From an optimization exercise on the open Yosys and OpenROAD flow, aimed at small area and few clock cycles; shortcuts taken in it are not production practice. In this exercise RTL edits were held to simulation tests only and were not proved equivalent to the original. No activity file was given, so power comes from the tool's default toggle rates.

== cedar ==
==> flow/design.v (excerpt) <==
module sponge_engine (
    input  wire          clk,
    input  wire          rst,
    input  wire          cmd_valid,
    output wire          cmd_ready,
    input  wire [31:0]   cmd_hdr,
    input  wire          din_valid,
    output wire          din_ready,
    input  wire [126:0]  din_data,
    output wire          rsp_valid,
    input  wire          rsp_ready,
    output wire [31:0]   rsp_word,
    output wire          dout_valid,
    input  wire          dout_ready,
    output wire [126:0]  dout_data,
    output wire          dout_last,
    output wire          preq_valid,
    input  wire          preq_ready,
    output wire [507:0]  preq_state,
    input  wire          prsp_valid,
    output wire          prsp_ready,
    input  wire [507:0]  prsp_state,
    output wire          st_busy,
    output wire [2:0]    st_fault,
    output wire [4:0]    st_io_count,
    output wire [4:0]    st_pattern_len,
    output wire [5:0]    st_out_len
);
Size: about 12000 cells after synthesis, about 5000 flip-flops.
==> flow/config.mk <==
export PLATFORM = sky130hd
export DESIGN_NAME = sponge_engine
export DESIGN_NICKNAME = sponge_engine
export VERILOG_FILES = /design/flow/design.v
export SDC_FILE = /design/flow/constraint.sdc
export NUM_CORES = 8
export LEC_CHECK = 0
export CAP_MARGIN = 10
export CORE_MARGIN = 2
export CORE_UTILIZATION = 40
export PLACE_DENSITY = 0.75
export SLEW_MARGIN = 10
==> flow/constraint.sdc <==
create_clock -name core_clock -period 14.0 [get_ports {clk}]
set_input_delay 2.8000 -clock core_clock [delete_from_list [all_inputs] [get_ports {clk}]]
set_output_delay 2.8000 -clock core_clock [all_outputs]
set_load 0.01 [all_outputs]
standard.sh (not shown) runs the stock make flow with config.mk's settings and CLKGATE_MAP_FILE= SYNTH_SCRIPT=/design/flow/synth_recipe.tcl, a recipe that flattens the netlist after the stock synthesis.
==> flow/flow/run.sh <==
#!/bin/bash
# Layout flow: the standard flow with buf_1 port buffers and a lighter clock tree.
set -e
export BUFFER_PORTS_ARGS="-buffer_cell sky130_fd_sc_hd__buf_1"
export CTS_ARGS="-sink_clustering_enable -repair_clock_nets -dont_use_dummy_load -buf_list sky130_fd_sc_hd__clkbuf_4 -sink_clustering_size 10 -sink_clustering_max_diameter 40"
bash standard.sh > standard.log 2>&1
Testbench counts of cedar, summed over its fixed seeds: cycles 10,061.
Input changes introduced in nickel (baseline for comparison: cedar):
# cedar
export LEC_CHECK = 0
export CAP_MARGIN = 10
export CORE_MARGIN = 2
export CORE_UTILIZATION = 40
export PLACE_DENSITY = 0.75
export SLEW_MARGIN = 10
create_clock -name core_clock -period 14.0 [get_ports {clk}]
# nickel
export LEC_CHECK = 0
export CAP_MARGIN = 20
export CORE_MARGIN = 2
export CORE_UTILIZATION = 40
export GPL_ROUTABILITY_DRIVEN = 0
export SLEW_MARGIN = 20
create_clock -name core_clock -period 14.0 [get_ports {clk}]
==> comparison <==
- In the metrics for nickel and cedar, the one carrying the higher global-route usage is cedar.
- Compared with cedar, nickel shows a clock period minus worst slack that is 130 ps lower.
- Lower number of cells traversed by the worst register-to-register path goes to cedar over nickel.
- Arrival time reported for the critical path endpoint, nickel and cedar: smaller value in nickel
- Comparing nickel with cedar, the sequential share of layout area came out essentially unchanged.
- Diff cedar -> nickel: via count of the first global-routing pass saw a decrease, signed area change from the synthesized netlist to the final layout barely changed, routed wire length down 4.4%, pin count of the biggest net entering global routing higher.
diff inputs: nickel => zinc
# nickel
export LEC_CHECK = 0
export CAP_MARGIN = 20
export CORE_MARGIN = 2
export CORE_UTILIZATION = 40
export GPL_ROUTABILITY_DRIVEN = 0
export SLEW_MARGIN = 20
create_clock -name core_clock -period 14.0 [get_ports {clk}]
# zinc
export LEC_CHECK = 0
export CAP_MARGIN = 20
export CORE_MARGIN = 2
export CORE_UTILIZATION = 40
export SLEW_MARGIN = 20
create_clock -name core_clock -period 14.0 [get_ports {clk}]
==> flow/flow/run.sh <==
#!/bin/bash
# Layout flow: the standard flow with buf_1 port buffers and a lighter clock tree.
set -e
export BUFFER_PORTS_ARGS="-buffer_cell sky130_fd_sc_hd__buf_1"
export CTS_ARGS="-sink_clustering_enable -repair_clock_nets -dont_use_dummy_load -buf_list {sky130_fd_sc_hd__clkbuf_4 sky130_fd_sc_hd__clkbuf_8} -sink_clustering_size 12 -sink_clustering_max_diameter 45"
bash standard.sh > standard.log 2>&1
### Flow results
Both conditions hold for zinc: the flow ran to the end and the final layout passed the timing, DRC and antenna checks.
The leakage power of zinc exceeds that of nickel by 1.1 nW.
| combinational fraction of design power | zinc vs nickel | 0.9 points lower |
The run showing the smaller post-layout worst setup margin is zinc.
nickel and zinc ended up with roughly the same maximum frequency.
preq_state[408] as the end point of the critical path was reported by nickel, and preq_state[444] by zinc.
zinc vs. nickel: post-route minimum period higher, number of fillers in the final layout -270.

* * *

sponge_engine again, from the RTL that the note above started with.
clock: 14.0 ns
lec_check: 0
cap_margin: 20
core_margin: 2
core_utilization: 40
place_density: 0.75
slew_margin: 20
==> flow/flow/run.sh <==
#!/bin/bash
# Layout flow: the standard flow with buf_1 port buffers and a lighter clock tree.
set -e
export BUFFER_PORTS_ARGS="-buffer_cell sky130_fd_sc_hd__buf_1"
export CTS_ARGS="-sink_clustering_enable -repair_clock_nets -dont_use_dummy_load -buf_list sky130_fd_sc_hd__clkbuf_4 -sink_clustering_size 10 -sink_clustering_max_diameter 40"
bash standard.sh > standard.log 2>&1
The starting point ran to the end with no violations.
Testbench counts at the start, summed over its fixed seeds: cycles 10,061.
Next try:
==> flow/flow/run.sh (replaced) <==
#!/bin/bash
# Layout flow: the standard flow with buf_1 port buffers and a lighter clock tree.
set -e
export BUFFER_PORTS_ARGS="-buffer_cell sky130_fd_sc_hd__buf_1"
export CTS_ARGS="-sink_clustering_enable -repair_clock_nets -dont_use_dummy_load -buf_list {sky130_fd_sc_hd__clkbuf_4 sky130_fd_sc_hd__clkbuf_8} -sink_clustering_size 14 -sink_clustering_max_diameter 60"
bash standard.sh > standard.log 2>&1
--- a/flow/config.mk
+++ b/flow/config.mk
@@ -10,3 +10,2 @@
 export CORE_UTILIZATION = 40
-export PLACE_DENSITY = 0.75
 export SLEW_MARGIN = 20
=> Clock skew drops by 18 ps. Core utilization came out higher by 0.26 points. Clock-buffer cell count fell by 203. Clock power climbs by about 11%. Power went up by 2.4%. Cell count falls by 1.5%. Hold slack is better by 29 ps. Wire length shrinks by about 3.5%.
Next try:
==> flow/flow/run.sh (replaced) <==
#!/bin/bash
# Layout flow: the standard flow with buf_1 port buffers and a lighter clock tree.
set -e
export BUFFER_PORTS_ARGS="-buffer_cell sky130_fd_sc_hd__buf_1"
export CTS_ARGS="-sink_clustering_enable -repair_clock_nets -dont_use_dummy_load -buf_list sky130_fd_sc_hd__clkbuf_4 -sink_clustering_size 10 -sink_clustering_max_diameter 40"
bash standard.sh > standard.log 2>&1
Result: The new run finished clean; power went down by about 2%; setup slack gets better by 67 ps; cell area goes down by 0.50%.
Next try:
--- a/flow/config.mk
+++ b/flow/config.mk
@@ -7,5 +7,5 @@
 export LEC_CHECK = 0
-export CAP_MARGIN = 20
+export CAP_MARGIN = 10
 export CORE_MARGIN = 2
 export CORE_UTILIZATION = 40
-export SLEW_MARGIN = 20
+export SLEW_MARGIN = 10
The changed run finished with timing, DRC and antenna clean.
Maximum frequency came out lower slightly.
Synthesized area stays the same.
Worst setup slack degrades by 45 ps.
Critical path depth does not change.
Power stays flat.
Clock-buffer cell count stays the same.
Clock skew came out lower by 59 ps.
Non-clock buffer count stays the same.
Utilization stays flat.

-- static timing again, ports no longer ideal --
Ports are ideal in the flow. The routed layouts listed here were re-timed in OpenROAD. Step 1: set_driving_cell puts a clkbuf_16 on clk and a buf_2 on each other input, an assumption about the parent block. Step 2 moves the port delays by t, midway between the first and last clock arrival at a register: inputs arrive t later, outputs are due t later. That takes back most of the time a late clock gives input paths. a / b / c = ideal / step 1 / step 2; a / b = the first two.
run | shift t [ns] | setup slack, ns | pins driven straight from the clock port
cedar | 1.632 | 0.164 / 0.053 / 0.155 | 1
nickel | 1.757 | 0.296 / 0.170 / 0.323 | 1
zinc | 1.314 | 0.273 / 0.144 / 0.239 | 1
the first run of note 2 | 1.675 | 0.150 / 0.028 / 0.412 | 1
the second run of note 2 | 1.218 | 0.304 / 0.180 / 0.221 | 1
the third run of note 2 | 1.725 | 0.372 / 0.244 / 0.505 | 1
the fourth run of note 2 | 1.726 | 0.327 / 0.198 / 0.353 | 1
After both steps setup and hold are still met in every run listed. The setup slack of the second run of note 2, which loses most, moves by -0.124 ns with the drivers and by -0.083 ns with both steps.
